From an optimization exercise on the open Yosys and OpenROAD flow, aimed at small area, a short achievable clock period and few clock cycles; shortcuts taken in it are not production practice.
Function was checked by simulation only, so behaviour that the tests miss may differ from the original.
Power and IR drop assume default switching activity.

==> flow/design.v <==
module inv16_core (
    input  wire         clk,
    input  wire         rst,           
    input  wire         start,         
    input  wire [15:0]  nsteps,        
    output wire         busy,
    input  wire         hw_we,
    input  wire [4:0]   hw_sel,        
    input  wire [15:0]  hw_data,
    output wire [255:0] regs,          
    output wire [15:0]  pc_o,
    output wire         dir_o,         
    output wire [1:0]   err_o,
    output wire         halted_o,
    output wire         brk_o,         
    output reg          mem_req,
    output reg          mem_we,
    output reg  [15:0]  mem_addr,
    output wire [15:0]  mem_wdata,     
    input  wire         mem_ack,
    input  wire [15:0]  mem_rdata      
);
    localparam S_IDLE  = 4'd0;
    localparam S_FETCH = 4'd1;    
    localparam S_EXEC  = 4'd2;    
    localparam S_SRMW  = 4'd3;    
    localparam S_DIV   = 4'd4;    
    localparam S_MUL   = 4'd5;    
    localparam S_SRR   = 4'd6;    
    localparam S_DIVA  = 4'd8;    
    localparam S_UNDO  = 4'd9;    
    localparam OP_ADD = 4'h0, OP_SUB = 4'h1, OP_ROR = 4'h2, OP_ROL = 4'h3;
    localparam OP_SHR = 4'h4, OP_SHL = 4'h5, OP_AND = 4'h6, OP_ORA = 4'h7;
    localparam OP_MUL = 4'h8, OP_DIV = 4'h9, OP_CMP = 4'hA, OP_JEQ = 4'hB;
    localparam OP_XRI = 4'hC, OP_SRR = 4'hD, OP_SRM = 4'hE, OP_BRK = 4'hF;
    localparam ERR_NONE = 2'd0, ERR_MISALIGNED = 2'd1;
    localparam ERR_MISMATCHED = 2'd2, ERR_SRR = 2'd3;
    reg [15:0] x [0:15];
    reg [15:0] pc;
    reg        dir;
    reg [1:0]  err;
    reg        halted;
    reg        brk_hit;
    reg [3:0]  state;
    reg [15:0] ir;
    reg [15:0] oa, ob, oc;     
    reg        sub_q;          
    reg        f_sum, f_shr, f_shl, f_and, f_or, f_cmp, f_xri, f_div;
    reg [15:0] ia;             
    reg [15:0] steps_left;
    reg        last;           
    reg [15:0] dr;
    reg [15:0] dq;
    reg [3:0]  dcnt;           
    reg [3:0]  ufa;            
    genvar gi;
    generate
        for (gi = 0; gi < 16; gi = gi + 1) begin : g_regs
            assign regs[16*gi +: 16] = x[gi];
        end
    endgenerate
    assign busy     = (state != S_IDLE);
    assign pc_o     = pc;
    assign dir_o    = dir;
    assign err_o    = err;
    assign halted_o = halted;
    assign brk_o    = brk_hit;
    wire [7:0] byte1 = ir[15:8];
    wire [3:0] op = ir[7:4];
    wire [3:0] fa = ir[3:0];
    wire [3:0] fb = ir[15:12];
    wire [3:0] fc = ir[11:8];
    wire [3:0] sh = oc[3:0];
    reg  [15:0] pc_next;       
    wire [15:0] sum    = ob + (oc ^ {16{sub_q}}) + {15'd0, sub_q};
    wire        eq     = ~|(ob ^ oc);
    wire        lt     = (ob < oc);      
    function [4:0] bitlen(input [15:0] v);
        integer k;
        begin
            bitlen = 5'd0;
            for (k = 0; k < 16; k = k + 1)
                if (v[k]) bitlen = k + 1;
        end
    endfunction
    wire [4:0] lb = bitlen(ob);
    wire [4:0] lc = bitlen(oc);
    wire [4:0] dn = lb - lc;                           
    wire       div_zero = lt || (oc == 16'd0);         
    reg  [16:0] sh_in;
    reg  [3:0]  sh_amt;
    always @(*) begin
        if (f_div) begin
            sh_in  = {1'b0, ob};
            sh_amt = ~dcnt;
        end else if (f_shl) begin       
            sh_in  = {1'b0, ob};
            sh_amt = sh;
        end else begin                  
            sh_in  = {ob, 1'b0};
            sh_amt = ~sh;
        end
    end
    wire [31:0] sh_out = {15'd0, sh_in} << sh_amt;
    wire [15:0] alu_f = ({16{f_sum}} & sum)
                      | ({16{f_shr}} & sh_out[31:16])
                      | ({16{f_shl}} & sh_out[15:0])
                      | ({16{f_and}} & (ob & oc))
                      | ({16{f_or}}  & (ob | oc))
                      | ({16{f_cmp}} & (eq ? 16'h0000 : (lt ? 16'hFFFF : 16'h0001)))
                      | ({16{f_xri}} & {8'h00, byte1});
    reg [15:0] srr_a, srr_b;
    always @(*) begin
        case (fc[2:0])
            3'd0: begin srr_a = oa;                     srr_b = ob;                     end
            3'd1: begin srr_a = {oa[7:0], oa[15:8]};    srr_b = ob;                     end
            3'd2: begin srr_a = oa;                     srr_b = {ob[7:0], ob[15:8]};    end
            3'd3: begin srr_a = {oa[7:0], oa[15:8]};    srr_b = {ob[7:0], ob[15:8]};    end
            3'd4: begin srr_a = ob;                     srr_b = oa;                     end
            3'd5: begin srr_a = {ob[7:0], ob[15:8]};    srr_b = {oa[7:0], oa[15:8]};    end
            3'd6: begin srr_a = {ob[7:0], oa[7:0]};     srr_b = {ob[15:8], oa[15:8]};   end
            default: begin srr_a = {oa[15:8], ob[15:8]}; srr_b = {oa[7:0], ob[7:0]};    end
        endcase
    end
    wire [16:0] div_trial = {dr, dq[15]} - {1'b0, oc};
    wire        div_bit   = ~div_trial[16];
    wire [15:0] div_q     = {dq[14:0], div_bit};
    wire mcs_1 = (ob[13] & oc[0]) ^ (ob[12] & oc[1]);
    wire mcs_2 = (ob[13] & oc[0]) & (ob[12] & oc[1]);
    wire mcs_3 = (ob[14] & oc[0]) ^ (ob[13] & oc[1]) ^ (ob[12] & oc[2]);
    wire mcs_4 = ((ob[14] & oc[0]) & (ob[13] & oc[1])) | ((ob[14] & oc[0]) & (ob[12] & oc[2])) | ((ob[13] & oc[1]) & (ob[12] & oc[2]));
    wire mcs_5 = (ob[11] & oc[3]) ^ (ob[10] & oc[4]);
    wire mcs_6 = (ob[11] & oc[3]) & (ob[10] & oc[4]);
    wire mcs_7 = (ob[15] & oc[0]) ^ (ob[14] & oc[1]) ^ (ob[13] & oc[2]);
    wire mcs_8 = ((ob[15] & oc[0]) & (ob[14] & oc[1])) | ((ob[15] & oc[0]) & (ob[13] & oc[2])) | ((ob[14] & oc[1]) & (ob[13] & oc[2]));
    wire mcs_9 = (ob[12] & oc[3]) ^ (ob[11] & oc[4]) ^ (ob[10] & oc[5]);
    wire mcs_10 = ((ob[12] & oc[3]) & (ob[11] & oc[4])) | ((ob[12] & oc[3]) & (ob[10] & oc[5])) | ((ob[11] & oc[4]) & (ob[10] & oc[5]));
    wire mcs_11 = (ob[9] & oc[6]) ^ (ob[8] & oc[7]);
    wire mcs_12 = (ob[9] & oc[6]) & (ob[8] & oc[7]);
    wire mcs_13 = (ob[9] & oc[0]) ^ (ob[8] & oc[1]);
    wire mcs_14 = (ob[9] & oc[0]) & (ob[8] & oc[1]);
    wire mcs_15 = (ob[10] & oc[0]) ^ (ob[9] & oc[1]) ^ (ob[8] & oc[2]);
    wire mcs_16 = ((ob[10] & oc[0]) & (ob[9] & oc[1])) | ((ob[10] & oc[0]) & (ob[8] & oc[2])) | ((ob[9] & oc[1]) & (ob[8] & oc[2]));
    wire mcs_17 = (ob[7] & oc[3]) ^ (ob[6] & oc[4]);
    wire mcs_18 = (ob[7] & oc[3]) & (ob[6] & oc[4]);
    wire mcs_19 = (ob[11] & oc[0]) ^ (ob[10] & oc[1]) ^ (ob[9] & oc[2]);
    wire mcs_20 = ((ob[11] & oc[0]) & (ob[10] & oc[1])) | ((ob[11] & oc[0]) & (ob[9] & oc[2])) | ((ob[10] & oc[1]) & (ob[9] & oc[2]));
    wire mcs_21 = (ob[8] & oc[3]) ^ (ob[7] & oc[4]) ^ (ob[6] & oc[5]);
    wire mcs_22 = ((ob[8] & oc[3]) & (ob[7] & oc[4])) | ((ob[8] & oc[3]) & (ob[6] & oc[5])) | ((ob[7] & oc[4]) & (ob[6] & oc[5]));
    wire mcs_23 = (ob[5] & oc[6]) ^ (ob[4] & oc[7]);
    wire mcs_24 = (ob[5] & oc[6]) & (ob[4] & oc[7]);
    wire mcs_25 = (ob[12] & oc[0]) ^ (ob[11] & oc[1]) ^ (ob[10] & oc[2]);
    wire mcs_26 = ((ob[12] & oc[0]) & (ob[11] & oc[1])) | ((ob[12] & oc[0]) & (ob[10] & oc[2])) | ((ob[11] & oc[1]) & (ob[10] & oc[2]));
    wire mcs_27 = (ob[9] & oc[3]) ^ (ob[8] & oc[4]) ^ (ob[7] & oc[5]);
    wire mcs_28 = ((ob[9] & oc[3]) & (ob[8] & oc[4])) | ((ob[9] & oc[3]) & (ob[7] & oc[5])) | ((ob[8] & oc[4]) & (ob[7] & oc[5]));
    wire mcs_29 = (ob[6] & oc[6]) ^ (ob[5] & oc[7]) ^ (ob[4] & oc[8]);
    wire mcs_30 = ((ob[6] & oc[6]) & (ob[5] & oc[7])) | ((ob[6] & oc[6]) & (ob[4] & oc[8])) | ((ob[5] & oc[7]) & (ob[4] & oc[8]));
    wire mcs_31 = (ob[3] & oc[9]) ^ (ob[2] & oc[10]);
    wire mcs_32 = (ob[3] & oc[9]) & (ob[2] & oc[10]);
    wire mcs_33 = (ob[11] & oc[2]) ^ (ob[10] & oc[3]) ^ (ob[9] & oc[4]);
    wire mcs_34 = ((ob[11] & oc[2]) & (ob[10] & oc[3])) | ((ob[11] & oc[2]) & (ob[9] & oc[4])) | ((ob[10] & oc[3]) & (ob[9] & oc[4]));
    wire mcs_35 = (ob[8] & oc[5]) ^ (ob[7] & oc[6]) ^ (ob[6] & oc[7]);
    wire mcs_36 = ((ob[8] & oc[5]) & (ob[7] & oc[6])) | ((ob[8] & oc[5]) & (ob[6] & oc[7])) | ((ob[7] & oc[6]) & (ob[6] & oc[7]));
    wire mcs_37 = (ob[5] & oc[8]) ^ (ob[4] & oc[9]) ^ (ob[3] & oc[10]);
    wire mcs_38 = ((ob[5] & oc[8]) & (ob[4] & oc[9])) | ((ob[5] & oc[8]) & (ob[3] & oc[10])) | ((ob[4] & oc[9]) & (ob[3] & oc[10]));
    wire mcs_39 = (ob[2] & oc[11]) ^ (ob[1] & oc[12]) ^ (ob[0] & oc[13]);
    wire mcs_40 = ((ob[2] & oc[11]) & (ob[1] & oc[12])) | ((ob[2] & oc[11]) & (ob[0] & oc[13])) | ((ob[1] & oc[12]) & (ob[0] & oc[13]));
    wire mcs_41 = mcs_2 ^ (ob[9] & oc[5]) ^ (ob[8] & oc[6]);
    wire mcs_42 = (mcs_2 & (ob[9] & oc[5])) | (mcs_2 & (ob[8] & oc[6])) | ((ob[9] & oc[5]) & (ob[8] & oc[6]));
    wire mcs_43 = (ob[7] & oc[7]) ^ (ob[6] & oc[8]) ^ (ob[5] & oc[9]);
    wire mcs_44 = ((ob[7] & oc[7]) & (ob[6] & oc[8])) | ((ob[7] & oc[7]) & (ob[5] & oc[9])) | ((ob[6] & oc[8]) & (ob[5] & oc[9]));
    wire mcs_45 = (ob[4] & oc[10]) ^ (ob[3] & oc[11]) ^ (ob[2] & oc[12]);
    wire mcs_46 = ((ob[4] & oc[10]) & (ob[3] & oc[11])) | ((ob[4] & oc[10]) & (ob[2] & oc[12])) | ((ob[3] & oc[11]) & (ob[2] & oc[12]));
    wire mcs_47 = (ob[1] & oc[13]) ^ (ob[0] & oc[14]) ^ mcs_3;
    wire mcs_48 = ((ob[1] & oc[13]) & (ob[0] & oc[14])) | ((ob[1] & oc[13]) & mcs_3) | ((ob[0] & oc[14]) & mcs_3);
    wire mcs_49 = mcs_4 ^ mcs_6 ^ (ob[7] & oc[8]);
    wire mcs_50 = (mcs_4 & mcs_6) | (mcs_4 & (ob[7] & oc[8])) | (mcs_6 & (ob[7] & oc[8]));
    wire mcs_51 = (ob[6] & oc[9]) ^ (ob[5] & oc[10]) ^ (ob[4] & oc[11]);
    wire mcs_52 = ((ob[6] & oc[9]) & (ob[5] & oc[10])) | ((ob[6] & oc[9]) & (ob[4] & oc[11])) | ((ob[5] & oc[10]) & (ob[4] & oc[11]));
    wire mcs_53 = (ob[3] & oc[12]) ^ (ob[2] & oc[13]) ^ (ob[1] & oc[14]);
    wire mcs_54 = ((ob[3] & oc[12]) & (ob[2] & oc[13])) | ((ob[3] & oc[12]) & (ob[1] & oc[14])) | ((ob[2] & oc[13]) & (ob[1] & oc[14]));
    wire mcs_55 = (ob[0] & oc[15]) ^ mcs_7 ^ mcs_9;
    wire mcs_56 = ((ob[0] & oc[15]) & mcs_7) | ((ob[0] & oc[15]) & mcs_9) | (mcs_7 & mcs_9);
    wire mcs_57 = (ob[6] & oc[0]) ^ (ob[5] & oc[1]);
    wire mcs_58 = (ob[6] & oc[0]) & (ob[5] & oc[1]);
    wire mcs_59 = (ob[7] & oc[0]) ^ (ob[6] & oc[1]) ^ (ob[5] & oc[2]);
    wire mcs_60 = ((ob[7] & oc[0]) & (ob[6] & oc[1])) | ((ob[7] & oc[0]) & (ob[5] & oc[2])) | ((ob[6] & oc[1]) & (ob[5] & oc[2]));
    wire mcs_61 = (ob[4] & oc[3]) ^ (ob[3] & oc[4]);
    wire mcs_62 = (ob[4] & oc[3]) & (ob[3] & oc[4]);
    wire mcs_63 = (ob[8] & oc[0]) ^ (ob[7] & oc[1]) ^ (ob[6] & oc[2]);
    wire mcs_64 = ((ob[8] & oc[0]) & (ob[7] & oc[1])) | ((ob[8] & oc[0]) & (ob[6] & oc[2])) | ((ob[7] & oc[1]) & (ob[6] & oc[2]));
    wire mcs_65 = (ob[5] & oc[3]) ^ (ob[4] & oc[4]) ^ (ob[3] & oc[5]);
    wire mcs_66 = ((ob[5] & oc[3]) & (ob[4] & oc[4])) | ((ob[5] & oc[3]) & (ob[3] & oc[5])) | ((ob[4] & oc[4]) & (ob[3] & oc[5]));
    wire mcs_67 = (ob[2] & oc[6]) ^ (ob[1] & oc[7]);
    wire mcs_68 = (ob[2] & oc[6]) & (ob[1] & oc[7]);
    wire mcs_69 = (ob[7] & oc[2]) ^ (ob[6] & oc[3]) ^ (ob[5] & oc[4]);
    wire mcs_70 = ((ob[7] & oc[2]) & (ob[6] & oc[3])) | ((ob[7] & oc[2]) & (ob[5] & oc[4])) | ((ob[6] & oc[3]) & (ob[5] & oc[4]));
    wire mcs_71 = (ob[4] & oc[5]) ^ (ob[3] & oc[6]) ^ (ob[2] & oc[7]);
    wire mcs_72 = ((ob[4] & oc[5]) & (ob[3] & oc[6])) | ((ob[4] & oc[5]) & (ob[2] & oc[7])) | ((ob[3] & oc[6]) & (ob[2] & oc[7]));
    wire mcs_73 = (ob[1] & oc[8]) ^ (ob[0] & oc[9]) ^ mcs_13;
    wire mcs_74 = ((ob[1] & oc[8]) & (ob[0] & oc[9])) | ((ob[1] & oc[8]) & mcs_13) | ((ob[0] & oc[9]) & mcs_13);
    wire mcs_75 = mcs_14 ^ (ob[5] & oc[5]) ^ (ob[4] & oc[6]);
    wire mcs_76 = (mcs_14 & (ob[5] & oc[5])) | (mcs_14 & (ob[4] & oc[6])) | ((ob[5] & oc[5]) & (ob[4] & oc[6]));
    wire mcs_77 = (ob[3] & oc[7]) ^ (ob[2] & oc[8]) ^ (ob[1] & oc[9]);
    wire mcs_78 = ((ob[3] & oc[7]) & (ob[2] & oc[8])) | ((ob[3] & oc[7]) & (ob[1] & oc[9])) | ((ob[2] & oc[8]) & (ob[1] & oc[9]));
    wire mcs_79 = (ob[0] & oc[10]) ^ mcs_15 ^ mcs_17;
    wire mcs_80 = ((ob[0] & oc[10]) & mcs_15) | ((ob[0] & oc[10]) & mcs_17) | (mcs_15 & mcs_17);
    wire mcs_81 = mcs_16 ^ mcs_18 ^ (ob[3] & oc[8]);
    wire mcs_82 = (mcs_16 & mcs_18) | (mcs_16 & (ob[3] & oc[8])) | (mcs_18 & (ob[3] & oc[8]));
    wire mcs_83 = (ob[2] & oc[9]) ^ (ob[1] & oc[10]) ^ (ob[0] & oc[11]);
    wire mcs_84 = ((ob[2] & oc[9]) & (ob[1] & oc[10])) | ((ob[2] & oc[9]) & (ob[0] & oc[11])) | ((ob[1] & oc[10]) & (ob[0] & oc[11]));
    wire mcs_85 = mcs_19 ^ mcs_21 ^ mcs_23;
    wire mcs_86 = (mcs_19 & mcs_21) | (mcs_19 & mcs_23) | (mcs_21 & mcs_23);
    wire mcs_87 = mcs_20 ^ mcs_22 ^ mcs_24;
    wire mcs_88 = (mcs_20 & mcs_22) | (mcs_20 & mcs_24) | (mcs_22 & mcs_24);
    wire mcs_89 = (ob[1] & oc[11]) ^ (ob[0] & oc[12]) ^ mcs_25;
    wire mcs_90 = ((ob[1] & oc[11]) & (ob[0] & oc[12])) | ((ob[1] & oc[11]) & mcs_25) | ((ob[0] & oc[12]) & mcs_25);
    wire mcs_91 = mcs_27 ^ mcs_29 ^ mcs_31;
    wire mcs_92 = (mcs_27 & mcs_29) | (mcs_27 & mcs_31) | (mcs_29 & mcs_31);
    wire mcs_93 = mcs_26 ^ mcs_28 ^ mcs_30;
    wire mcs_94 = (mcs_26 & mcs_28) | (mcs_26 & mcs_30) | (mcs_28 & mcs_30);
    wire mcs_95 = mcs_32 ^ mcs_1 ^ mcs_33;
    wire mcs_96 = (mcs_32 & mcs_1) | (mcs_32 & mcs_33) | (mcs_1 & mcs_33);
    wire mcs_97 = mcs_35 ^ mcs_37 ^ mcs_39;
    wire mcs_98 = (mcs_35 & mcs_37) | (mcs_35 & mcs_39) | (mcs_37 & mcs_39);
    wire mcs_99 = mcs_34 ^ mcs_36 ^ mcs_38;
    wire mcs_100 = (mcs_34 & mcs_36) | (mcs_34 & mcs_38) | (mcs_36 & mcs_38);
    wire mcs_101 = mcs_40 ^ mcs_5 ^ mcs_41;
    wire mcs_102 = (mcs_40 & mcs_5) | (mcs_40 & mcs_41) | (mcs_5 & mcs_41);
    wire mcs_103 = mcs_43 ^ mcs_45 ^ mcs_47;
    wire mcs_104 = (mcs_43 & mcs_45) | (mcs_43 & mcs_47) | (mcs_45 & mcs_47);
    wire mcs_105 = mcs_42 ^ mcs_44 ^ mcs_46;
    wire mcs_106 = (mcs_42 & mcs_44) | (mcs_42 & mcs_46) | (mcs_44 & mcs_46);
    wire mcs_107 = mcs_48 ^ mcs_11 ^ mcs_49;
    wire mcs_108 = (mcs_48 & mcs_11) | (mcs_48 & mcs_49) | (mcs_11 & mcs_49);
    wire mcs_109 = mcs_51 ^ mcs_53 ^ mcs_55;
    wire mcs_110 = (mcs_51 & mcs_53) | (mcs_51 & mcs_55) | (mcs_53 & mcs_55);
    wire mcs_111 = (ob[4] & oc[0]) ^ (ob[3] & oc[1]);
    wire mcs_112 = (ob[4] & oc[0]) & (ob[3] & oc[1]);
    wire mcs_113 = (ob[5] & oc[0]) ^ (ob[4] & oc[1]) ^ (ob[3] & oc[2]);
    wire mcs_114 = ((ob[5] & oc[0]) & (ob[4] & oc[1])) | ((ob[5] & oc[0]) & (ob[3] & oc[2])) | ((ob[4] & oc[1]) & (ob[3] & oc[2]));
    wire mcs_115 = (ob[2] & oc[3]) ^ (ob[1] & oc[4]);
    wire mcs_116 = (ob[2] & oc[3]) & (ob[1] & oc[4]);
    wire mcs_117 = (ob[4] & oc[2]) ^ (ob[3] & oc[3]) ^ (ob[2] & oc[4]);
    wire mcs_118 = ((ob[4] & oc[2]) & (ob[3] & oc[3])) | ((ob[4] & oc[2]) & (ob[2] & oc[4])) | ((ob[3] & oc[3]) & (ob[2] & oc[4]));
    wire mcs_119 = (ob[1] & oc[5]) ^ (ob[0] & oc[6]) ^ mcs_57;
    wire mcs_120 = ((ob[1] & oc[5]) & (ob[0] & oc[6])) | ((ob[1] & oc[5]) & mcs_57) | ((ob[0] & oc[6]) & mcs_57);
    wire mcs_121 = mcs_58 ^ (ob[2] & oc[5]) ^ (ob[1] & oc[6]);
    wire mcs_122 = (mcs_58 & (ob[2] & oc[5])) | (mcs_58 & (ob[1] & oc[6])) | ((ob[2] & oc[5]) & (ob[1] & oc[6]));
    wire mcs_123 = (ob[0] & oc[7]) ^ mcs_59 ^ mcs_61;
    wire mcs_124 = ((ob[0] & oc[7]) & mcs_59) | ((ob[0] & oc[7]) & mcs_61) | (mcs_59 & mcs_61);
    wire mcs_125 = mcs_60 ^ mcs_62 ^ (ob[0] & oc[8]);
    wire mcs_126 = (mcs_60 & mcs_62) | (mcs_60 & (ob[0] & oc[8])) | (mcs_62 & (ob[0] & oc[8]));
    wire mcs_127 = mcs_63 ^ mcs_65 ^ mcs_67;
    wire mcs_128 = (mcs_63 & mcs_65) | (mcs_63 & mcs_67) | (mcs_65 & mcs_67);
    wire mcs_129 = mcs_64 ^ mcs_66 ^ mcs_68;
    wire mcs_130 = (mcs_64 & mcs_66) | (mcs_64 & mcs_68) | (mcs_66 & mcs_68);
    wire mcs_131 = mcs_69 ^ mcs_71 ^ mcs_73;
    wire mcs_132 = (mcs_69 & mcs_71) | (mcs_69 & mcs_73) | (mcs_71 & mcs_73);
    wire mcs_133 = mcs_70 ^ mcs_72 ^ mcs_74;
    wire mcs_134 = (mcs_70 & mcs_72) | (mcs_70 & mcs_74) | (mcs_72 & mcs_74);
    wire mcs_135 = mcs_75 ^ mcs_77 ^ mcs_79;
    wire mcs_136 = (mcs_75 & mcs_77) | (mcs_75 & mcs_79) | (mcs_77 & mcs_79);
    wire mcs_137 = mcs_76 ^ mcs_78 ^ mcs_80;
    wire mcs_138 = (mcs_76 & mcs_78) | (mcs_76 & mcs_80) | (mcs_78 & mcs_80);
    wire mcs_139 = mcs_81 ^ mcs_83 ^ mcs_85;
    wire mcs_140 = (mcs_81 & mcs_83) | (mcs_81 & mcs_85) | (mcs_83 & mcs_85);
    wire mcs_141 = mcs_82 ^ mcs_84 ^ mcs_86;
    wire mcs_142 = (mcs_82 & mcs_84) | (mcs_82 & mcs_86) | (mcs_84 & mcs_86);
    wire mcs_143 = mcs_87 ^ mcs_89 ^ mcs_91;
    wire mcs_144 = (mcs_87 & mcs_89) | (mcs_87 & mcs_91) | (mcs_89 & mcs_91);
    wire mcs_145 = mcs_88 ^ mcs_90 ^ mcs_92;
    wire mcs_146 = (mcs_88 & mcs_90) | (mcs_88 & mcs_92) | (mcs_90 & mcs_92);
    wire mcs_147 = mcs_93 ^ mcs_95 ^ mcs_97;
    wire mcs_148 = (mcs_93 & mcs_95) | (mcs_93 & mcs_97) | (mcs_95 & mcs_97);
    wire mcs_149 = mcs_94 ^ mcs_96 ^ mcs_98;
    wire mcs_150 = (mcs_94 & mcs_96) | (mcs_94 & mcs_98) | (mcs_96 & mcs_98);
    wire mcs_151 = mcs_99 ^ mcs_101 ^ mcs_103;
    wire mcs_152 = (mcs_99 & mcs_101) | (mcs_99 & mcs_103) | (mcs_101 & mcs_103);
    wire mcs_153 = mcs_100 ^ mcs_102 ^ mcs_104;
    wire mcs_154 = (mcs_100 & mcs_102) | (mcs_100 & mcs_104) | (mcs_102 & mcs_104);
    wire mcs_155 = mcs_105 ^ mcs_107 ^ mcs_109;
    wire mcs_156 = (mcs_105 & mcs_107) | (mcs_105 & mcs_109) | (mcs_107 & mcs_109);
    wire mcs_157 = (ob[3] & oc[0]) ^ (ob[2] & oc[1]);
    wire mcs_158 = (ob[3] & oc[0]) & (ob[2] & oc[1]);
    wire mcs_159 = (ob[2] & oc[2]) ^ (ob[1] & oc[3]) ^ (ob[0] & oc[4]);
    wire mcs_160 = ((ob[2] & oc[2]) & (ob[1] & oc[3])) | ((ob[2] & oc[2]) & (ob[0] & oc[4])) | ((ob[1] & oc[3]) & (ob[0] & oc[4]));
    wire mcs_161 = mcs_112 ^ (ob[0] & oc[5]) ^ mcs_113;
    wire mcs_162 = (mcs_112 & (ob[0] & oc[5])) | (mcs_112 & mcs_113) | ((ob[0] & oc[5]) & mcs_113);
    wire mcs_163 = mcs_114 ^ mcs_116 ^ mcs_117;
    wire mcs_164 = (mcs_114 & mcs_116) | (mcs_114 & mcs_117) | (mcs_116 & mcs_117);
    wire mcs_165 = mcs_118 ^ mcs_120 ^ mcs_121;
    wire mcs_166 = (mcs_118 & mcs_120) | (mcs_118 & mcs_121) | (mcs_120 & mcs_121);
    wire mcs_167 = mcs_122 ^ mcs_124 ^ mcs_125;
    wire mcs_168 = (mcs_122 & mcs_124) | (mcs_122 & mcs_125) | (mcs_124 & mcs_125);
    wire mcs_169 = mcs_126 ^ mcs_128 ^ mcs_129;
    wire mcs_170 = (mcs_126 & mcs_128) | (mcs_126 & mcs_129) | (mcs_128 & mcs_129);
    wire mcs_171 = mcs_130 ^ mcs_132 ^ mcs_133;
    wire mcs_172 = (mcs_130 & mcs_132) | (mcs_130 & mcs_133) | (mcs_132 & mcs_133);
    wire mcs_173 = mcs_134 ^ mcs_136 ^ mcs_137;
    wire mcs_174 = (mcs_134 & mcs_136) | (mcs_134 & mcs_137) | (mcs_136 & mcs_137);
    wire mcs_175 = mcs_138 ^ mcs_140 ^ mcs_141;
    wire mcs_176 = (mcs_138 & mcs_140) | (mcs_138 & mcs_141) | (mcs_140 & mcs_141);
    wire mcs_177 = mcs_142 ^ mcs_144 ^ mcs_145;
    wire mcs_178 = (mcs_142 & mcs_144) | (mcs_142 & mcs_145) | (mcs_144 & mcs_145);
    wire mcs_179 = mcs_146 ^ mcs_148 ^ mcs_149;
    wire mcs_180 = (mcs_146 & mcs_148) | (mcs_146 & mcs_149) | (mcs_148 & mcs_149);
    wire mcs_181 = mcs_150 ^ mcs_152 ^ mcs_153;
    wire mcs_182 = (mcs_150 & mcs_152) | (mcs_150 & mcs_153) | (mcs_152 & mcs_153);
    wire mcs_183 = (ob[2] & oc[0]) ^ (ob[1] & oc[1]);
    wire mcs_184 = (ob[2] & oc[0]) & (ob[1] & oc[1]);
    wire mcs_185 = (ob[1] & oc[2]) ^ (ob[0] & oc[3]) ^ mcs_157;
    wire mcs_186 = ((ob[1] & oc[2]) & (ob[0] & oc[3])) | ((ob[1] & oc[2]) & mcs_157) | ((ob[0] & oc[3]) & mcs_157);
    wire mcs_187 = mcs_158 ^ mcs_111 ^ mcs_159;
    wire mcs_188 = (mcs_158 & mcs_111) | (mcs_158 & mcs_159) | (mcs_111 & mcs_159);
    wire mcs_189 = mcs_160 ^ mcs_115 ^ mcs_161;
    wire mcs_190 = (mcs_160 & mcs_115) | (mcs_160 & mcs_161) | (mcs_115 & mcs_161);
    wire mcs_191 = mcs_162 ^ mcs_119 ^ mcs_163;
    wire mcs_192 = (mcs_162 & mcs_119) | (mcs_162 & mcs_163) | (mcs_119 & mcs_163);
    wire mcs_193 = mcs_164 ^ mcs_123 ^ mcs_165;
    wire mcs_194 = (mcs_164 & mcs_123) | (mcs_164 & mcs_165) | (mcs_123 & mcs_165);
    wire mcs_195 = mcs_166 ^ mcs_127 ^ mcs_167;
    wire mcs_196 = (mcs_166 & mcs_127) | (mcs_166 & mcs_167) | (mcs_127 & mcs_167);
    wire mcs_197 = mcs_168 ^ mcs_131 ^ mcs_169;
    wire mcs_198 = (mcs_168 & mcs_131) | (mcs_168 & mcs_169) | (mcs_131 & mcs_169);
    wire mcs_199 = mcs_170 ^ mcs_135 ^ mcs_171;
    wire mcs_200 = (mcs_170 & mcs_135) | (mcs_170 & mcs_171) | (mcs_135 & mcs_171);
    wire mcs_201 = mcs_172 ^ mcs_139 ^ mcs_173;
    wire mcs_202 = (mcs_172 & mcs_139) | (mcs_172 & mcs_173) | (mcs_139 & mcs_173);
    wire mcs_203 = mcs_174 ^ mcs_143 ^ mcs_175;
    wire mcs_204 = (mcs_174 & mcs_143) | (mcs_174 & mcs_175) | (mcs_143 & mcs_175);
    wire mcs_205 = mcs_176 ^ mcs_147 ^ mcs_177;
    wire mcs_206 = (mcs_176 & mcs_147) | (mcs_176 & mcs_177) | (mcs_147 & mcs_177);
    wire mcs_207 = mcs_178 ^ mcs_151 ^ mcs_179;
    wire mcs_208 = (mcs_178 & mcs_151) | (mcs_178 & mcs_179) | (mcs_151 & mcs_179);
    wire mcs_209 = mcs_180 ^ mcs_155 ^ mcs_181;
    wire mcs_210 = (mcs_180 & mcs_155) | (mcs_180 & mcs_181) | (mcs_155 & mcs_181);
    wire [15:0] mul_s = {mcs_208, mcs_206, mcs_204, mcs_202, mcs_200, mcs_198, mcs_196, mcs_194, mcs_192, mcs_190, mcs_188, mcs_186, mcs_184, (ob[0] & oc[2]), (ob[1] & oc[0]), (ob[0] & oc[0])};
    wire [15:0] mul_c = {mcs_209, mcs_207, mcs_205, mcs_203, mcs_201, mcs_199, mcs_197, mcs_195, mcs_193, mcs_191, mcs_189, mcs_187, mcs_185, mcs_183, (ob[0] & oc[1]), 1'b0};
    wire [15:0] mul_q = dr + dq;
    wire twin_ok = (mem_rdata == ir);
    wire ia_ok = (ia == pc);
    reg [15:0] pc_d;
    reg [15:0] base_addr;
    always @(*) begin
        mem_req   = 1'b0;
        mem_we    = 1'b0;
        base_addr = pc_next;
        case (state)
            S_IDLE, S_FETCH: begin mem_req = 1'b1; base_addr = ia; end
            S_EXEC:  begin
                mem_req = 1'b1;
                if (op == OP_SRM) base_addr = ob;
            end
            S_SRMW:  begin mem_req = 1'b1; mem_we = 1'b1; base_addr = ob; end
            S_MUL, S_SRR: begin mem_req = 1'b1; end
            S_DIV:   begin mem_req = (dcnt == 4'd0); end
            default: ;
        endcase
    end
    wire jeq_even = (state == S_EXEC) && (op == OP_JEQ) && !oa[0];
    always @(*) mem_addr = (jeq_even && eq) ? oa : base_addr;
    assign mem_wdata = oa;
    reg done, ld;
    always @(*) begin
        done = 1'b0;
        ld   = 1'b0;
        case (state)
            S_IDLE:  ld = start && err == ERR_NONE && !halted && nsteps != 16'd0 && mem_ack && ia_ok;
            S_FETCH: ld = mem_ack && ia_ok;
            S_EXEC:  if (mem_ack) begin
                case (op)
                    OP_BRK, OP_SRM, OP_MUL, OP_SRR: ;
                    OP_JEQ:  done = !eq || !oa[0];    
                    OP_DIV:  done = div_zero;
                    default: done = 1'b1;
                endcase
            end
            S_MUL, S_SRR: done = mem_ack;
            S_DIV:   done = (dcnt == 4'd0) && mem_ack;
            default: ;
        endcase
        if (done && !last) ld = 1'b1;
    end
    reg        we;
    reg [3:0]  wa;
    reg [15:0] wd;
    always @(*) begin
        we = 1'b0;
        wa = fa;
        wd = oa ^ alu_f;
        case (state)
            S_IDLE: begin
                we = hw_we && !start && !hw_sel[4];
                wa = hw_sel[3:0];
                wd = hw_data;
            end
            S_EXEC: if (mem_ack) begin
                case (op)
                    OP_DIV, OP_BRK, OP_SRM, OP_MUL: ;
                    OP_SRR: begin
                        we = !fc[3];
                        wd = srr_a;
                    end
                    OP_JEQ: begin
                        we = eq && !oa[0];
                        wd = pc;
                    end
                    default: we = 1'b1;
                endcase
            end
            S_SRMW: begin
                we = mem_ack;
                wd = dr;
            end
            S_MUL: begin
                we = mem_ack;
                wd = oa ^ mul_q;
            end
            S_SRR: begin
                we = mem_ack;
                wa = fb;
                wd = dr;
            end
            S_DIV: begin
                we = (dcnt == 4'd0) && mem_ack;
                wd = oa ^ div_q;
            end
            S_UNDO: begin
                we = 1'b1;
                wa = ufa;
                wd = dq;
            end
            default: ;
        endcase
    end
    function [15:0] rdport(input [3:0] sel, input [255:0] r);
        integer k;
        begin
            rdport = 16'h0000;
            for (k = 0; k < 16; k = k + 1)
                rdport = rdport | (r[16*k +: 16] & {16{sel == k}});
        end
    endfunction
    wire [3:0]  na = mem_rdata[3:0];
    wire [3:0]  nb = mem_rdata[15:12];
    wire [3:0]  nc = mem_rdata[11:8];
    wire [15:0] ra = (we && wa == na) ? wd : rdport(na, regs);
    wire [15:0] rb = (we && wa == nb) ? wd : rdport(nb, regs);
    wire [15:0] rc = (we && wa == nc) ? wd : rdport(nc, regs);
    always @(posedge clk) begin
        if (ld) begin
            ir <= mem_rdata;
            oa <= ra;
            ob <= rb;
            oc <= rc;
            sub_q <= (mem_rdata[7:4] != OP_ADD);
            f_sum <= (mem_rdata[7:4] == OP_ADD) || (mem_rdata[7:4] == OP_SUB);
            f_shr <= (mem_rdata[7:4] == OP_ROR) || (mem_rdata[7:4] == OP_SHR);
            f_shl <= (mem_rdata[7:4] == OP_ROL) || (mem_rdata[7:4] == OP_SHL);
            f_and <= (mem_rdata[7:4] == OP_AND);
            f_or  <= (mem_rdata[7:4] == OP_ORA);
            f_cmp <= (mem_rdata[7:4] == OP_CMP);
            f_xri <= (mem_rdata[7:4] == OP_XRI);
            f_div <= (mem_rdata[7:4] == OP_DIV);
        end
    end
    always @(posedge clk) begin
        pc <= pc_d;
        if (rst) begin
            dir        <= 1'b0;
            err        <= ERR_NONE;
            halted     <= 1'b0;
            brk_hit    <= 1'b0;
            state      <= S_IDLE;
        end else begin
            if (done) begin
                steps_left <= steps_left - 16'd1;
                last       <= (steps_left == 16'd2);
                state      <= last ? S_IDLE : S_EXEC;
            end
            case (state)
                S_IDLE: begin
                    if (start) begin
                        brk_hit    <= 1'b0;
                        steps_left <= nsteps;
                        last       <= (nsteps == 16'd1);
                        if (err == ERR_NONE && !halted && nsteps != 16'd0)
                            state <= (mem_ack && ia_ok) ? S_EXEC : S_FETCH;
                    end else if (hw_we) begin
                        case (hw_sel)
                            5'd17:   dir <= hw_data[0];
                            5'd18:   err <= hw_data[1:0];
                            default: ;
                        endcase
                    end
                end
                S_FETCH: if (mem_ack && ia_ok) state <= S_EXEC;
                S_EXEC: if (mem_ack) begin
                    case (op)
                        OP_BRK: begin
                            brk_hit <= 1'b1;
                            if (fa == 4'hF && fb == 4'hF)
                                halted <= 1'b1;
                            state <= S_IDLE;
                        end
                        OP_SRR: begin
                            if (fc[3]) begin
                                err   <= ERR_SRR;
                                state <= S_IDLE;
                            end else begin
                                dr    <= srr_b;
                                state <= S_SRR;
                            end
                        end
                        OP_JEQ: begin
                            if (!eq) ;
                            else if (oa[0]) begin
                                err   <= ERR_MISALIGNED;
                                state <= S_IDLE;
                            end else begin
                                dr  <= pc;
                                dq  <= oa;
                                ufa <= fa;
                                if (!twin_ok) begin
                                    err   <= ERR_MISMATCHED;
                                    state <= S_UNDO;
                                end
                            end
                        end
                        OP_SRM: begin
                            dr    <= mem_rdata;
                            state <= S_SRMW;
                        end
                        OP_DIV: begin
                            if (!div_zero) begin
                                dcnt  <= dn[3:0];
                                state <= S_DIVA;
                            end
                        end
                        OP_MUL: begin
                            dr    <= mul_s;
                            dq    <= mul_c;
                            state <= S_MUL;
                        end
                        default: ;
                    endcase
                end
                S_SRMW: begin
                    if (mem_ack) begin
                        steps_left <= steps_left - 16'd1;
                        last       <= (steps_left == 16'd2);
                        state      <= last ? S_IDLE : S_FETCH;
                    end
                end
                S_MUL, S_SRR: ;
                S_UNDO: state <= S_IDLE;
                S_DIVA: begin
                    {dr, dq} <= sh_out[31:0];
                    state    <= S_DIV;
                end
                S_DIV: begin
                    if (dcnt != 4'd0) begin
                        dcnt <= dcnt - 4'd1;
                        dr   <= div_bit ? div_trial[15:0] : {dr[14:0], dq[15]};
                        dq   <= div_q;
                    end
                end
                default: state <= S_IDLE;
            endcase
        end
    end
    always @(*) begin
        pc_d = pc;
        if (rst)
            pc_d = 16'h0000;
        else case (state)
            S_IDLE:  if (!start && hw_we && hw_sel == 5'd16) pc_d = hw_data;
            S_EXEC:  if (mem_ack) begin
                case (op)
                    OP_BRK:  if (!(fa == 4'hF && fb == 4'hF)) pc_d = pc_next;
                    OP_SRR, OP_SRM, OP_MUL: ;
                    OP_JEQ:  if (!eq) pc_d = pc_next; else if (!oa[0]) pc_d = oa;
                    OP_DIV:  if (div_zero) pc_d = pc_next;
                    default: pc_d = pc_next;
                endcase
            end
            S_SRMW, S_MUL, S_SRR: if (mem_ack) pc_d = pc_next;
            S_DIV:   if (dcnt == 4'd0 && mem_ack) pc_d = pc_next;
            S_UNDO:  pc_d = dr;
            default: ;
        endcase
    end
    always @(posedge clk)
        if (rst || mem_ack || !mem_req)
            ia <= pc_d;
    wire dir_d = rst ? 1'b0 :
                 (state == S_IDLE && !start && hw_we && hw_sel == 5'd17) ? hw_data[0] : dir;
    always @(posedge clk)
        pc_next <= dir_d ? (pc_d - 16'd2) : (pc_d + 16'd2);
    wire [15:0] wd_r = rst ? 16'h0000 : wd;
    integer i;
    always @(posedge clk) begin
        for (i = 0; i < 16; i = i + 1)
            if (rst || (we && wa == i))
                x[i] <= wd_r;
    end
endmodule
==> flow/flow/run.sh <==
#!/bin/bash
set -euo pipefail
export BUFFER_PORTS_ARGS="-buffer_cell sky130_fd_sc_hd__buf_1"
export SETUP_SLACK_MARGIN=6
bash standard.sh > standard.log 2>&1
==> flow/standard.sh <==
#!/bin/bash
# synth_recipe.tcl (not shown) runs the flow's synth.tcl, then flattens the netlist and writes it again
# the make line also repeats each setting of config.mk as NAME=value (left out here)
make -C /OpenROAD-flow-scripts/flow DESIGN_CONFIG=/design/flow/config.mk WORK_HOME=/design/flow/orfs CLKGATE_MAP_FILE= SYNTH_SCRIPT=/design/flow/synth_recipe.tcl "${@:-finish}"
==> flow/config.mk <==
export PLATFORM = sky130hd
export DESIGN_NAME = inv16_core
export DESIGN_NICKNAME = inv16_core
export VERILOG_FILES = /design/flow/design.v
export SDC_FILE = /design/flow/constraint.sdc
export NUM_CORES = 4
export LEC_CHECK = 0
export CAP_MARGIN = 30
export CORE_MARGIN = 2
export CORE_UTILIZATION = 45
export SLEW_MARGIN = 30
export TNS_END_PERCENT = 10
==> flow/constraint.sdc <==
create_clock -name core_clock -period 11.0 [get_ports {clk}]
set_input_delay 2.2000 -clock core_clock [delete_from_list [all_inputs] [get_ports {clk}]]
set_output_delay 2.2000 -clock core_clock [all_outputs]
set_load 0.01 [all_outputs]
==> results_dict.tcl, run 1 <==
set metrics [dict create \
    place_congestion 1.034 \
    placed_cell_area_um2 38890 \
    cellPowerDensity_nw_per_um2 106.3 \
    seq_area_frac_synth 0.3616 \
    critPathMaxFanout 24 \
    slew_violations 0 \
    grt_pass1_vias 36240 \
    grt_pass1_wl_um 277000 \
    vias_per_cell 7.289 \
    status "timing/DRC/antenna clean" \
    combPwrFrac 0.145 \
    drt-wirelength-per-cell_um 37.50 \
    htreeDepth 2 \
    rows 103 \
    drt-total-wl_um 201000 \
    most-common-layout-cells "edfxtp_1, buf_1, nor2_1" \
    worstSetupPathType "register to output port" \
    p_int_w 0.003166 \
    final_area_um2 42970 \
    ys_warn_count 2 \
    initial_core_util 0.4528 \
    dpl.hpwl_um 137800 \
    rsz0062_at_grt "yes" \
    clock_latency_ns 0.68 \
    path_cells "buf_12 > inv_8 > ha_1 > nor4_4 > buf_4 > nand2b_4 > nor3_4 > buf_12 > nand2_8 > nor2_4 > a21oi_1 > buf_2" \
    relSlewSlack 0.2272 \
    io_buffers 369 \
    synth.area.mux_share 0.04105 \
    min_path_type "register to register" \
    grt_max_degree 68 \
    total_switching_power_w 0.001402 \
    clk_pin_slew_ns 0.06 \
    critPathLaunchType "register" \
    fin_crit_sh 0.4844 \
    gr-total-overflow 0 \
    reg2reg_from "f_shl$_DFFE_PP_" \
    clock_power_share 0.398 \
    drtIter0Drc 6944 \
    setup_violations 0 \
    synth.distinct_cells 112 \
    r2r_cells 11 \
    numCtsBuffers 51 \
    final_common_cell "edfxtp_1" \
    rrSetupSlack_ns 5.74 \
    area_growth_syn_to_layout_pct 20.71 \
    fin_nets 4532 \
    drt_pre_antenna_iters 14 \
    fill_cells 7300 \
    drive_gt1_frac 0.1537 \
    p_leak_nw 15.90 \
    synth-simple-area-share 0.1518 \
    synth-seq-cells 442 \
    io_pins 370 \
    min_delay_path_depth 2 \
    cp_slowest_cell "edfxtp_1" \
    synthFlopType "edfxtp_1" \
    cts_root_buf "clkbuf_16" \
    die-area_um2 81380 \
    seq_power_share 0.457 \
    worst_slew_pin_slew_ns 1.147 \
    core_um2 78610 \
    min_from "err[0]$_SDFFE_PP0P_" \
    layout_min_cycle_time_ns 5.329 \
    postSynthAreaPerCell_um2 9.275 \
    max_freq_mhz 187.7 \
    crit_arrival_ns 3.13 \
    synth-compound-area-share 0.2628 \
    crit_required_ns 8.80 \
    swShare 0.3069 \
    drc 0 \
    die_x_um 285.3 \
    syn_nets 4105 \
    irDropWorstVdd_uv 145.4 \
    slowest_delay_ns 0.37 \
    hold_viol 0 \
    antenna_found_initial 13 \
    die_y_um 285.3 \
    synth_edf_count 402 \
    multi_input_area_um2 22000 \
    synth_adder_area_share 0.09096 \
    cp_num_buf_inv 5 \
    tritoncts "yes" \
    num_vias 39080 \
    synth_xor_xnor_area_share 0.04098 \
    drv_cap 0 \
    cts.sinks 442 \
    regArea_um2 12870 \
    async_reset_ff_frac 0 \
    clock_path_buffers 3 \
    synth_top_family_by_area "compound AO/OA/AOI/OAI gates" \
    end_kind "output port" \
    ant_nets 0 \
    cpMostUsedCell "buf_12" \
    r2r_end "oc[15]$_DFFE_PP_" \
    fin_setup_tns_ns 0 \
    grt_use_total 0.4735 \
    skew_ns 0.05664 \
    mappedNetlistArea_um2 35600 \
    synthCells 3838 \
    hold_path_end "err[0]$_SDFFE_PP0P_" \
    cpLargestDelayFamily "buffers and inverters" \
]
==> flip-flops by register name, indices dropped and copies added (netlist names), 15 cells and up <==
signal,flops
dq,16
x,256
pc,16
ob,16
oa,16
pc_next,15
oc,16
dr,16
ia,16
steps_left,16
ir,16
==> how the worst max path moves through the flow <==
| stage | startpoint | end | cells past startpoint |
|---|---|---|---|
| 2_1_floorplan | mem_ack | pc_next[15]$_DFF_P_ | 18 |
| 3_3_place_gp | mem_ack | pc_next[15]$_DFF_P_ | 18 |
| 3_5_place_dp | mem_ack | pc_next[15]$_DFF_P_ | 18 |
| 4_1_cts | ob[10]$_DFFE_PP_ | mem_addr[7] | 13 |
| 5_1_grt | ob[10]$_DFFE_PP_ | mem_addr[7] | 13 |
| 6_report | oc[0]$_DFFE_PP_ | mem_addr[7] | 12 |
==> cell families after synthesis <==
logic type / count (synthesis)
buf+inv: 462
mux: 138
fa+ha+maj: 209
flops: 442
xor+xnor: 165
compound gates: 1305
simple gates: 1117
==> Yosys cell counts, drive strengths merged (47+ instances only) <==
| cell type | count | area (µm²) |
|---|---|---|
| edfxtp | 402 | 12070 |
| nor2 | 335 | 1265 |
| nand2 | 269 | 1012 |
| a22oi | 265 | 1989 |
| a21oi | 250 | 1255 |
| clkbuf | 243 | 912.1 |
| o21ai | 179 | 922.1 |
| inv | 157 | 589.3 |
| ha | 126 | 1577 |
| nor3 | 123 | 631.9 |
| mux2i | 113 | 1131 |
| nand3 | 112 | 565.5 |
| a221oi | 96 | 847.1 |
| xor2 | 88 | 770.7 |
| fa | 83 | 1662 |
| a22o | 82 | 718.2 |
| xnor2 | 76 | 665.6 |
| buf | 52 | 271.5 |
| nand4 | 49 | 306.5 |
| a211oi | 47 | 362.8 |
| nand2b | 47 | 301.5 |
==> power groups by stage <==
stage / logic [W] / clock network [W] / registers [W]
after global placement: 0.000600 / 0 / 0.00211
after CTS: 0.000623 / 0.00182 / 0.00208
final: 0.000662 / 0.00182 / 0.00209
after global routing: 0.000679 / 0.00188 / 0.00209
after detailed placement: 0.000608 / 0 / 0.00211
after floorplan: 0.000294 / 0 / 0.00208
==> cell type report <==
type	instances	share of cell area
clock buffers	59	0.03089
repair buffers	665	0.09894
diodes	3	0.0001747
flip-flops and latches	442	0.2996
multi-input cells	2937	0.5119
repair inverters	1	0.0001165
clock inverters	37	0.009871
inverters	167	0.01788
well taps	1050	0.03057
==> per-layer routing <==
layer / wire length [µm] / global-route usage / vias to the layer above
met4: 20150 / 0.3589 / 22
met2: 82970 / 0.6927 / 3650
met3: 28530 / 0.1608 / 1143
met5: 172 / 0.002907 / -
li1: - / - / 15660
met1: 69210 / 0.5750 / 18600
==> worst reg2reg max path, stage by stage (launching register included) <==
cell	delay, ns
edfxtp_1	0.34
buf_4	0.47
and2b_1	0.42
o31a_1	0.42
a2111oi_1	0.70
nor3_1	0.11
a21oi_1	0.43
a221oi_1	0.19
o2111ai_1	0.34
xor2_1	0.18
a221oi_2	0.84
mux2i_1	0.46
==> through the flow <==
| stage | cells | util | power (W) | setup slack [ns] | hold slack, ns |
|---|---|---|---|---|---|
| floorplan | 3838 | - | 0.002374 | 5.388 | 0.4940 |
| CTS | 5338 | 0.5409 | 0.004517 | 5.721 | 0.5251 |
| finish | 5361 | 0.5466 | 0.004568 | 5.671 | 0.5223 |
| global placement | 5114 | 0.4915 | 0.002715 | 3.962 | 0.5125 |
| global route | 5358 | 0.5465 | 0.004645 | 5.621 | 0.5393 |
| detailed placement | 5124 | 0.4947 | 0.002718 | 3.924 | 0.5153 |
==> timing repair <==
| item | 4_1_cts | 5_1_grt |
|---|---|---|
| hold buffers | 0 | 0 |
| hold endpoints to repair | 0 | 0 |
| gates cloned | 8 | 0 |
| endpoints found under the setup margin | 578 | 125 |
| pin swaps | 29 | 27 |
| resized for setup | 202 | 63 |
| buffers inserted | 110 | 20 |
Testbench counts, summed over its fixed seeds: cycles 120,793.
==> inputs of run 2 (changes only) <==
--- a/flow/design.v
+++ b/flow/design.v
@@ -27,7 +27,7 @@
     localparam S_DIV   = 4'd4;    
     localparam S_MUL   = 4'd5;    
     localparam S_SRR   = 4'd6;    
-    localparam S_DIVA  = 4'd8;    
+    localparam S_DRAIN = 4'd7;    
     localparam S_UNDO  = 4'd9;    
     localparam OP_ADD = 4'h0, OP_SUB = 4'h1, OP_ROR = 4'h2, OP_ROL = 4'h3;
     localparam OP_SHR = 4'h4, OP_SHL = 4'h5, OP_AND = 4'h6, OP_ORA = 4'h7;
@@ -46,7 +46,6 @@
     reg [15:0] oa, ob, oc;     
     reg        sub_q;          
     reg        f_sum, f_shr, f_shl, f_and, f_or, f_cmp, f_xri, f_div;
-    reg [15:0] ia;             
     reg [15:0] steps_left;
     reg        last;           
     reg [15:0] dr;
@@ -92,7 +91,7 @@
     always @(*) begin
         if (f_div) begin
             sh_in  = {1'b0, ob};
-            sh_amt = ~dcnt;
+            sh_amt = ~dn[3:0];
         end else if (f_shl) begin       
             sh_in  = {1'b0, ob};
             sh_amt = sh;
@@ -109,19 +108,24 @@
                       | ({16{f_or}}  & (ob | oc))
                       | ({16{f_cmp}} & (eq ? 16'h0000 : (lt ? 16'hFFFF : 16'h0001)))
                       | ({16{f_xri}} & {8'h00, byte1});
-    reg [15:0] srr_a, srr_b;
+    reg [1:0] p0, p1, p2, p3;
     always @(*) begin
         case (fc[2:0])
-            3'd0: begin srr_a = oa;                     srr_b = ob;                     end
-            3'd1: begin srr_a = {oa[7:0], oa[15:8]};    srr_b = ob;                     end
-            3'd2: begin srr_a = oa;                     srr_b = {ob[7:0], ob[15:8]};    end
-            3'd3: begin srr_a = {oa[7:0], oa[15:8]};    srr_b = {ob[7:0], ob[15:8]};    end
-            3'd4: begin srr_a = ob;                     srr_b = oa;                     end
-            3'd5: begin srr_a = {ob[7:0], ob[15:8]};    srr_b = {oa[7:0], oa[15:8]};    end
-            3'd6: begin srr_a = {ob[7:0], oa[7:0]};     srr_b = {ob[15:8], oa[15:8]};   end
-            default: begin srr_a = {oa[15:8], ob[15:8]}; srr_b = {oa[7:0], ob[7:0]};    end
+            3'd0: {p0, p1, p2, p3} = {2'd0, 2'd1, 2'd2, 2'd3};  
+            3'd1: {p0, p1, p2, p3} = {2'd1, 2'd0, 2'd2, 2'd3};  
+            3'd2: {p0, p1, p2, p3} = {2'd0, 2'd1, 2'd3, 2'd2};  
+            3'd3: {p0, p1, p2, p3} = {2'd1, 2'd0, 2'd3, 2'd2};  
+            3'd4: {p0, p1, p2, p3} = {2'd2, 2'd3, 2'd0, 2'd1};  
+            3'd5: {p0, p1, p2, p3} = {2'd3, 2'd2, 2'd1, 2'd0};  
+            3'd6: {p0, p1, p2, p3} = {2'd0, 2'd2, 2'd1, 2'd3};  
+            default: {p0, p1, p2, p3} = {2'd3, 2'd1, 2'd2, 2'd0};  
         endcase
     end
+    wire        srr_hi = (state == S_SRR);
+    wire [1:0]  q_lo   = srr_hi ? p2 : p0;
+    wire [1:0]  q_hi   = srr_hi ? p3 : p1;
+    wire [31:0] sbytes = {ob, oa};
+    wire [15:0] srr_out = {sbytes[8*q_hi +: 8], sbytes[8*q_lo +: 8]};
     wire [16:0] div_trial = {dr, dq[15]} - {1'b0, oc};
     wire        div_bit   = ~div_trial[16];
     wire [15:0] div_q     = {dq[14:0], div_bit};
@@ -339,7 +343,6 @@
     wire [15:0] mul_c = {mcs_209, mcs_207, mcs_205, mcs_203, mcs_201, mcs_199, mcs_197, mcs_195, mcs_193, mcs_191, mcs_189, mcs_187, mcs_185, mcs_183, (ob[0] & oc[1]), 1'b0};
     wire [15:0] mul_q = dr + dq;
     wire twin_ok = (mem_rdata == ir);
-    wire ia_ok = (ia == pc);
     reg [15:0] pc_d;
     reg [15:0] base_addr;
     always @(*) begin
@@ -347,7 +350,8 @@
         mem_we    = 1'b0;
         base_addr = pc_next;
         case (state)
-            S_IDLE, S_FETCH: begin mem_req = 1'b1; base_addr = ia; end
+            S_IDLE:  begin mem_req = start && err == ERR_NONE && !halted; base_addr = pc; end
+            S_FETCH, S_DRAIN: begin mem_req = 1'b1; base_addr = pc; end
             S_EXEC:  begin
                 mem_req = 1'b1;
                 if (op == OP_SRM) base_addr = ob;
@@ -366,8 +370,8 @@
         done = 1'b0;
         ld   = 1'b0;
         case (state)
-            S_IDLE:  ld = start && err == ERR_NONE && !halted && nsteps != 16'd0 && mem_ack && ia_ok;
-            S_FETCH: ld = mem_ack && ia_ok;
+            S_IDLE:  ld = start && err == ERR_NONE && !halted && nsteps != 16'd0 && mem_ack;
+            S_FETCH: ld = mem_ack;
             S_EXEC:  if (mem_ack) begin
                 case (op)
                     OP_BRK, OP_SRM, OP_MUL, OP_SRR: ;
@@ -400,7 +404,7 @@
                     OP_DIV, OP_BRK, OP_SRM, OP_MUL: ;
                     OP_SRR: begin
                         we = !fc[3];
-                        wd = srr_a;
+                        wd = srr_out;
                     end
                     OP_JEQ: begin
                         we = eq && !oa[0];
@@ -420,7 +424,7 @@
             S_SRR: begin
                 we = mem_ack;
                 wa = fb;
-                wd = dr;
+                wd = srr_out;
             end
             S_DIV: begin
                 we = (dcnt == 4'd0) && mem_ack;
@@ -485,8 +489,12 @@
                         brk_hit    <= 1'b0;
                         steps_left <= nsteps;
                         last       <= (nsteps == 16'd1);
-                        if (err == ERR_NONE && !halted && nsteps != 16'd0)
-                            state <= (mem_ack && ia_ok) ? S_EXEC : S_FETCH;
+                        if (err == ERR_NONE && !halted) begin
+                            if (nsteps == 16'd0)
+                                state <= mem_ack ? S_IDLE : S_DRAIN;
+                            else
+                                state <= mem_ack ? S_EXEC : S_FETCH;
+                        end
                     end else if (hw_we) begin
                         case (hw_sel)
                             5'd17:   dir <= hw_data[0];
@@ -495,7 +503,8 @@
                         endcase
                     end
                 end
-                S_FETCH: if (mem_ack && ia_ok) state <= S_EXEC;
+                S_DRAIN: if (mem_ack) state <= S_IDLE;
+                S_FETCH: if (mem_ack) state <= S_EXEC;
                 S_EXEC: if (mem_ack) begin
                     case (op)
                         OP_BRK: begin
@@ -509,7 +518,6 @@
                                 err   <= ERR_SRR;
                                 state <= S_IDLE;
                             end else begin
-                                dr    <= srr_b;
                                 state <= S_SRR;
                             end
                         end
@@ -534,8 +542,9 @@
                         end
                         OP_DIV: begin
                             if (!div_zero) begin
-                                dcnt  <= dn[3:0];
-                                state <= S_DIVA;
+                                {dr, dq} <= sh_out[31:0];
+                                dcnt     <= dn[3:0];
+                                state    <= S_DIV;
                             end
                         end
                         OP_MUL: begin
@@ -555,10 +564,6 @@
                 end
                 S_MUL, S_SRR: ;
                 S_UNDO: state <= S_IDLE;
-                S_DIVA: begin
-                    {dr, dq} <= sh_out[31:0];
-                    state    <= S_DIV;
-                end
                 S_DIV: begin
                     if (dcnt != 4'd0) begin
                         dcnt <= dcnt - 4'd1;
@@ -591,9 +596,6 @@
             default: ;
         endcase
     end
-    always @(posedge clk)
-        if (rst || mem_ack || !mem_req)
-            ia <= pc_d;
     wire dir_d = rst ? 1'b0 :
                  (state == S_IDLE && !start && hw_we && hw_sel == 5'd17) ? hw_data[0] : dir;
     always @(posedge clk)
==> flow/config.mk (replaced) <==
export PLATFORM = sky130hd
export DESIGN_NAME = inv16_core
export DESIGN_NICKNAME = inv16_core
export VERILOG_FILES = /design/flow/design.v
export SDC_FILE = /design/flow/constraint.sdc
export NUM_CORES = 4
export LEC_CHECK = 0
export CAP_MARGIN = 20
export CORE_MARGIN = 2
export CORE_UTILIZATION = 40
export SLEW_MARGIN = 20
export TNS_END_PERCENT = 5
==> run 2 against run 1 <==
Clock skew shrank 0.012 ns. Utilization down 5.6 points. Count of clock-buffer cells in the layout down 7. Die area grew 5.9%. Sequential power increased by 11%. Synthesized cell count is 7.1% lower. Via count shrank 6.0%. Non-clock buffer count grew 5.
==> results_dict.tcl, run 2 <==
set metrics [dict create \
    status "timing/DRC/antenna clean" \
    antenna_found_initial 10 \
    critPathMaxFanout 8 \
    htreeDepth 2 \
    dpl.hpwl_um 126100 \
    cpLargestDelayFamily "simple AND/OR/NAND/NOR gates" \
    reg2reg_from "ob[6]$_DFFE_PP_" \
    vias_per_cell 7.132 \
    slew_violations 0 \
    drv_cap 0 \
    fin_crit_sh 0.5281 \
    crit_arrival_ns 3.61 \
    relSlewSlack 0.1215 \
    synth_common_cells "edfxtp_1, nor2_1, a22oi_1" \
    yosysTopAreaCell "edfxtp_1" \
    fin_nets 4299 \
    total_switching_power_w 0.002829 \
    drtIter0Drc 7819 \
    worstSetupPathDepth 12 \
    cts.sinks 426 \
    worst_slew_pin_slew_ns 1.300 \
    drc 0 \
    combPwrFrac 0.400 \
    swShare 0.4163 \
    grt_use_total 0.4084 \
    io_buffers 369 \
    crit_end "mem_addr[7]" \
    numCtsBuffers 48 \
    clk_pin_slew_ns 0.07 \
    gr-total-overflow 0 \
    rrSetupSlack_ns 5.43 \
    p_int_w 0.003967 \
    cp_slowest_cell "edfxtp_1" \
    p_leak_nw 15.16 \
    io_pins 370 \
    synthFlopType "edfxtp_1" \
    drt-wirelength-per-cell_um 35.72 \
    path_cells "inv_4 > ha_1 > or4_4 > nor4_4 > and3_4 > buf_12 > and3_4 > buf_12 > nand2_8 > nor2_4 > a21oi_2 > buf_2" \
    largest_register_ffs 256 \
    num_vias 36740 \
    seq_power_share 0.341 \
    mappedNetlistArea_um2 33540 \
    async_reset_ff_frac 0 \
    ys_warn_count 2 \
    die-area_um2 86200 \
    die_x_um 293.6 \
    synth_top_cell_area_share 0.3455 \
    cts_root_buf "clkbuf_16" \
    most-common-layout-cells "edfxtp_1, buf_1, nor2_1" \
    initial_core_util 0.4027 \
    place_congestion 1.078 \
    irDropWorstVdd_uv 124.2 \
    synth.distinct_cells 94 \
    seq_area_frac_synth 0.3694 \
    skew_ns 0.04462 \
    setup_violations 0 \
    postSynthAreaPerCell_um2 9.409 \
    crit_start "oc[12]$_DFFE_PP_" \
    dp_cells 4892 \
    drt-total-wl_um 184000 \
    r2r_end "x[1][1]$_DFFE_PP_" \
    setup_ws_ns 5.191 \
    die_y_um 293.6 \
    yosysMostFrequentCell "edfxtp_1" \
    diodes 0 \
    rsz0062_at_grt "yes" \
    hold_viol 0 \
    ant_nets 0 \
    cp_num_buf_inv 4 \
    tritoncts "yes" \
    crit_required_ns 8.80 \
    core_um2 83290 \
    layout_min_cycle_time_ns 5.809 \
    min_path_type "register to register" \
    grt_max_degree 71 \
    final_common_cell "edfxtp_1" \
    grt_pass1_wl_um 254400 \
    synth-seq-cells 426 \
    largest-register "x" \
    r2r_cells 19 \
    syn_nets 3832 \
    rows 106 \
    worstSetupPathType "register to output port" \
    cellPowerDensity_nw_per_um2 166.4 \
    dp_slack_ns 4.195 \
    fin_setup_tns_ns 0 \
    clock_latency_ns 0.64 \
    synth.area.top_cells "edfxtp_1, a22oi_1, fa_1, ha_1, nor2_1" \
    clock_path_buffers 3 \
    drive_gt1_frac 0.1621 \
    slowest_delay_ns 0.55 \
    clock_power_share 0.259 \
    synth_edf_count 386 \
    end_kind "output port" \
    area_growth_syn_to_layout_pct 21.77 \
    critPathLaunchType "register" \
    synthCells 3565 \
    grt_pass1_vias 34000 \
    max_freq_mhz 172.1 \
    timing.hold.ws_ns 0.5083 \
    stdcell_count 5151 \
    drt_pre_antenna_iters 12 \
]
-- run 2: cell types whose count changed in the layout (fill, tap and decap cells not counted), moves of 14 or more --
cell	delta
a21oi_1	-46
nor3_1	-46
o221ai_1	-14
edfxtp_1	-16
mux4_2	+14
inv_1	+20
o31ai_1	-19
o21ai_0	+29
xnor2_1	+15
buf_4	+17
a221oi_1	+18
nor2_1	+27
nand2_1	-42
-- run 2: timing repair --
item,4_1_cts,5_1_grt
resized for setup,146,132
setup endpoints to repair,695,660
hold buffers,0,0
pin swaps,10,50
gates cloned,3,3
setup buffers,60,102
-- run 2: worst reg2reg max path: stages (launching register included) --
cell        delay (ns)
edfxtp_1          0.48
clkinvlp_4        0.20
buf_4             0.23
a311oi_1          0.29
nor3_1            0.08
o311ai_1          0.26
and2_1            0.19
inv_1             0.07
fa_2              0.64
nand2_2           0.12
o21ai_1           0.55
nand2_1           0.11
a32oi_1           0.32
nand2_1           0.09
o21ai_1           0.45
mux2_2            0.28
a221oi_1          0.12
xnor2_1           0.23
o22ai_4           0.41
nor2_4            0.15
-- run 2: area by class of cell --
class / instances / area [µm²]
Fill cell: 7899 / 42440
Multi-Input combinational cell: 2701 / 20540
Sequential cell: 426 / 12400
Timing Repair Buffer: 670 / 4048
Tap cell: 1080 / 1351
Clock buffer: 52 / 1226
Inverter: 185 / 825.8
Clock inverter: 37 / 450.4
-- run 2: worst min path at each step --
| stage | startpoint | end | slack, ns | cells after the start |
|---|---|---|---|---|
| CTS | brk_hit$_SDFFE_PP0P_ | brk_hit$_SDFFE_PP0P_ | 0.51 | 2 |
| global route | brk_hit$_SDFFE_PP0P_ | brk_hit$_SDFFE_PP0P_ | 0.55 | 2 |
| global placement | brk_hit$_SDFFE_PP0P_ | brk_hit$_SDFFE_PP0P_ | 0.49 | 2 |
| finish | brk_hit$_SDFFE_PP0P_ | brk_hit$_SDFFE_PP0P_ | 0.51 | 2 |
| floorplan | pc[0]$_SDFFE_PP0N_ | pc[0]$_SDFFE_PP0N_ | 0.49 | 2 |
| detailed placement | brk_hit$_SDFFE_PP0P_ | brk_hit$_SDFFE_PP0P_ | 0.50 | 2 |
-- run 2: cells by family after synthesis --
group | Yosys count | synth area share
buffers and inverters | 441 | 0.05121
AO/OA/AOI/OAI | 1208 | 0.2562
AND/OR/NAND/NOR | 977 | 0.1349
adder cells (fa/ha/maj) | 209 | 0.09653
multiplexers | 132 | 0.04640
XOR/XNOR | 172 | 0.04536
flip-flops | 426 | 0.3694
-- run 2: stage by stage --
stage                     total power [W]    util  instance area [µm²]
after global routing             0.006970  0.4904                40850
after detailed placement         0.004695  0.4406                36700
after CTS                        0.006532  0.4734                39430
final                            0.006796  0.4904                40850
after floorplan                  0.003579       -                33620
after global placement           0.004692  0.4404                36680
-- run 2: power groups by stage --
stage / Clock (W) / Sequential (W) / Combinational, W
floorplan: 0 / 0.00224 / 0.00134
global placement: 0 / 0.00234 / 0.00235
detailed placement: 0 / 0.00233 / 0.00236
CTS: 0.00176 / 0.00229 / 0.00248
global route: 0.00182 / 0.00231 / 0.00284
finish: 0.00176 / 0.00232 / 0.00272
-- run 2: per-layer routing --
layer  part of all wire  track usage  vias up
li1                   -            -    14630
met1               0.35       0.5023    17370
met2               0.40       0.5856     3607
met3               0.16       0.1745     1116
met4              0.090       0.2597       16
met5            0.00079            0        -
Testbench counts of run 2, summed over its fixed seeds: cycles 118,883.

==> port drivers added, routing unchanged <==
No port has a modelled driver above. Below, the same layouts with a new extraction and two added sets of constraints. Step 1: set_driving_cell puts a clkbuf_16 on clk and a buf_2 on each other input, an assumption about the parent block. Step 2 moves the port delays by t, midway between the first and last clock arrival at a register: inputs arrive t later, outputs are due t later. That takes back most of the time a late clock gives input paths. Slacks: ideal / step 1 / step 2; pairs: ideal / step 1.
| run | t (ns) | slack for setup (ns) | worst hold slack (ns) | worst slew at a driven data input, ns | pins driven straight from the clock port |
|---|---|---|---|---|---|
| run 1 | 0.724 | 5.671 / 5.600 / 5.147 | 0.522 / 0.522 / 0.522 | 0.10 | 1 |
| run 2 | 0.690 | 5.191 / 5.117 / 4.987 | 0.508 / 0.508 / 0.508 | 0.09 | 1 |
After both steps setup and hold are still met in every run listed. For run 1, which loses most, drivers alone change the setup slack by -0.071 ns; drivers and shift together by -0.524 ns.
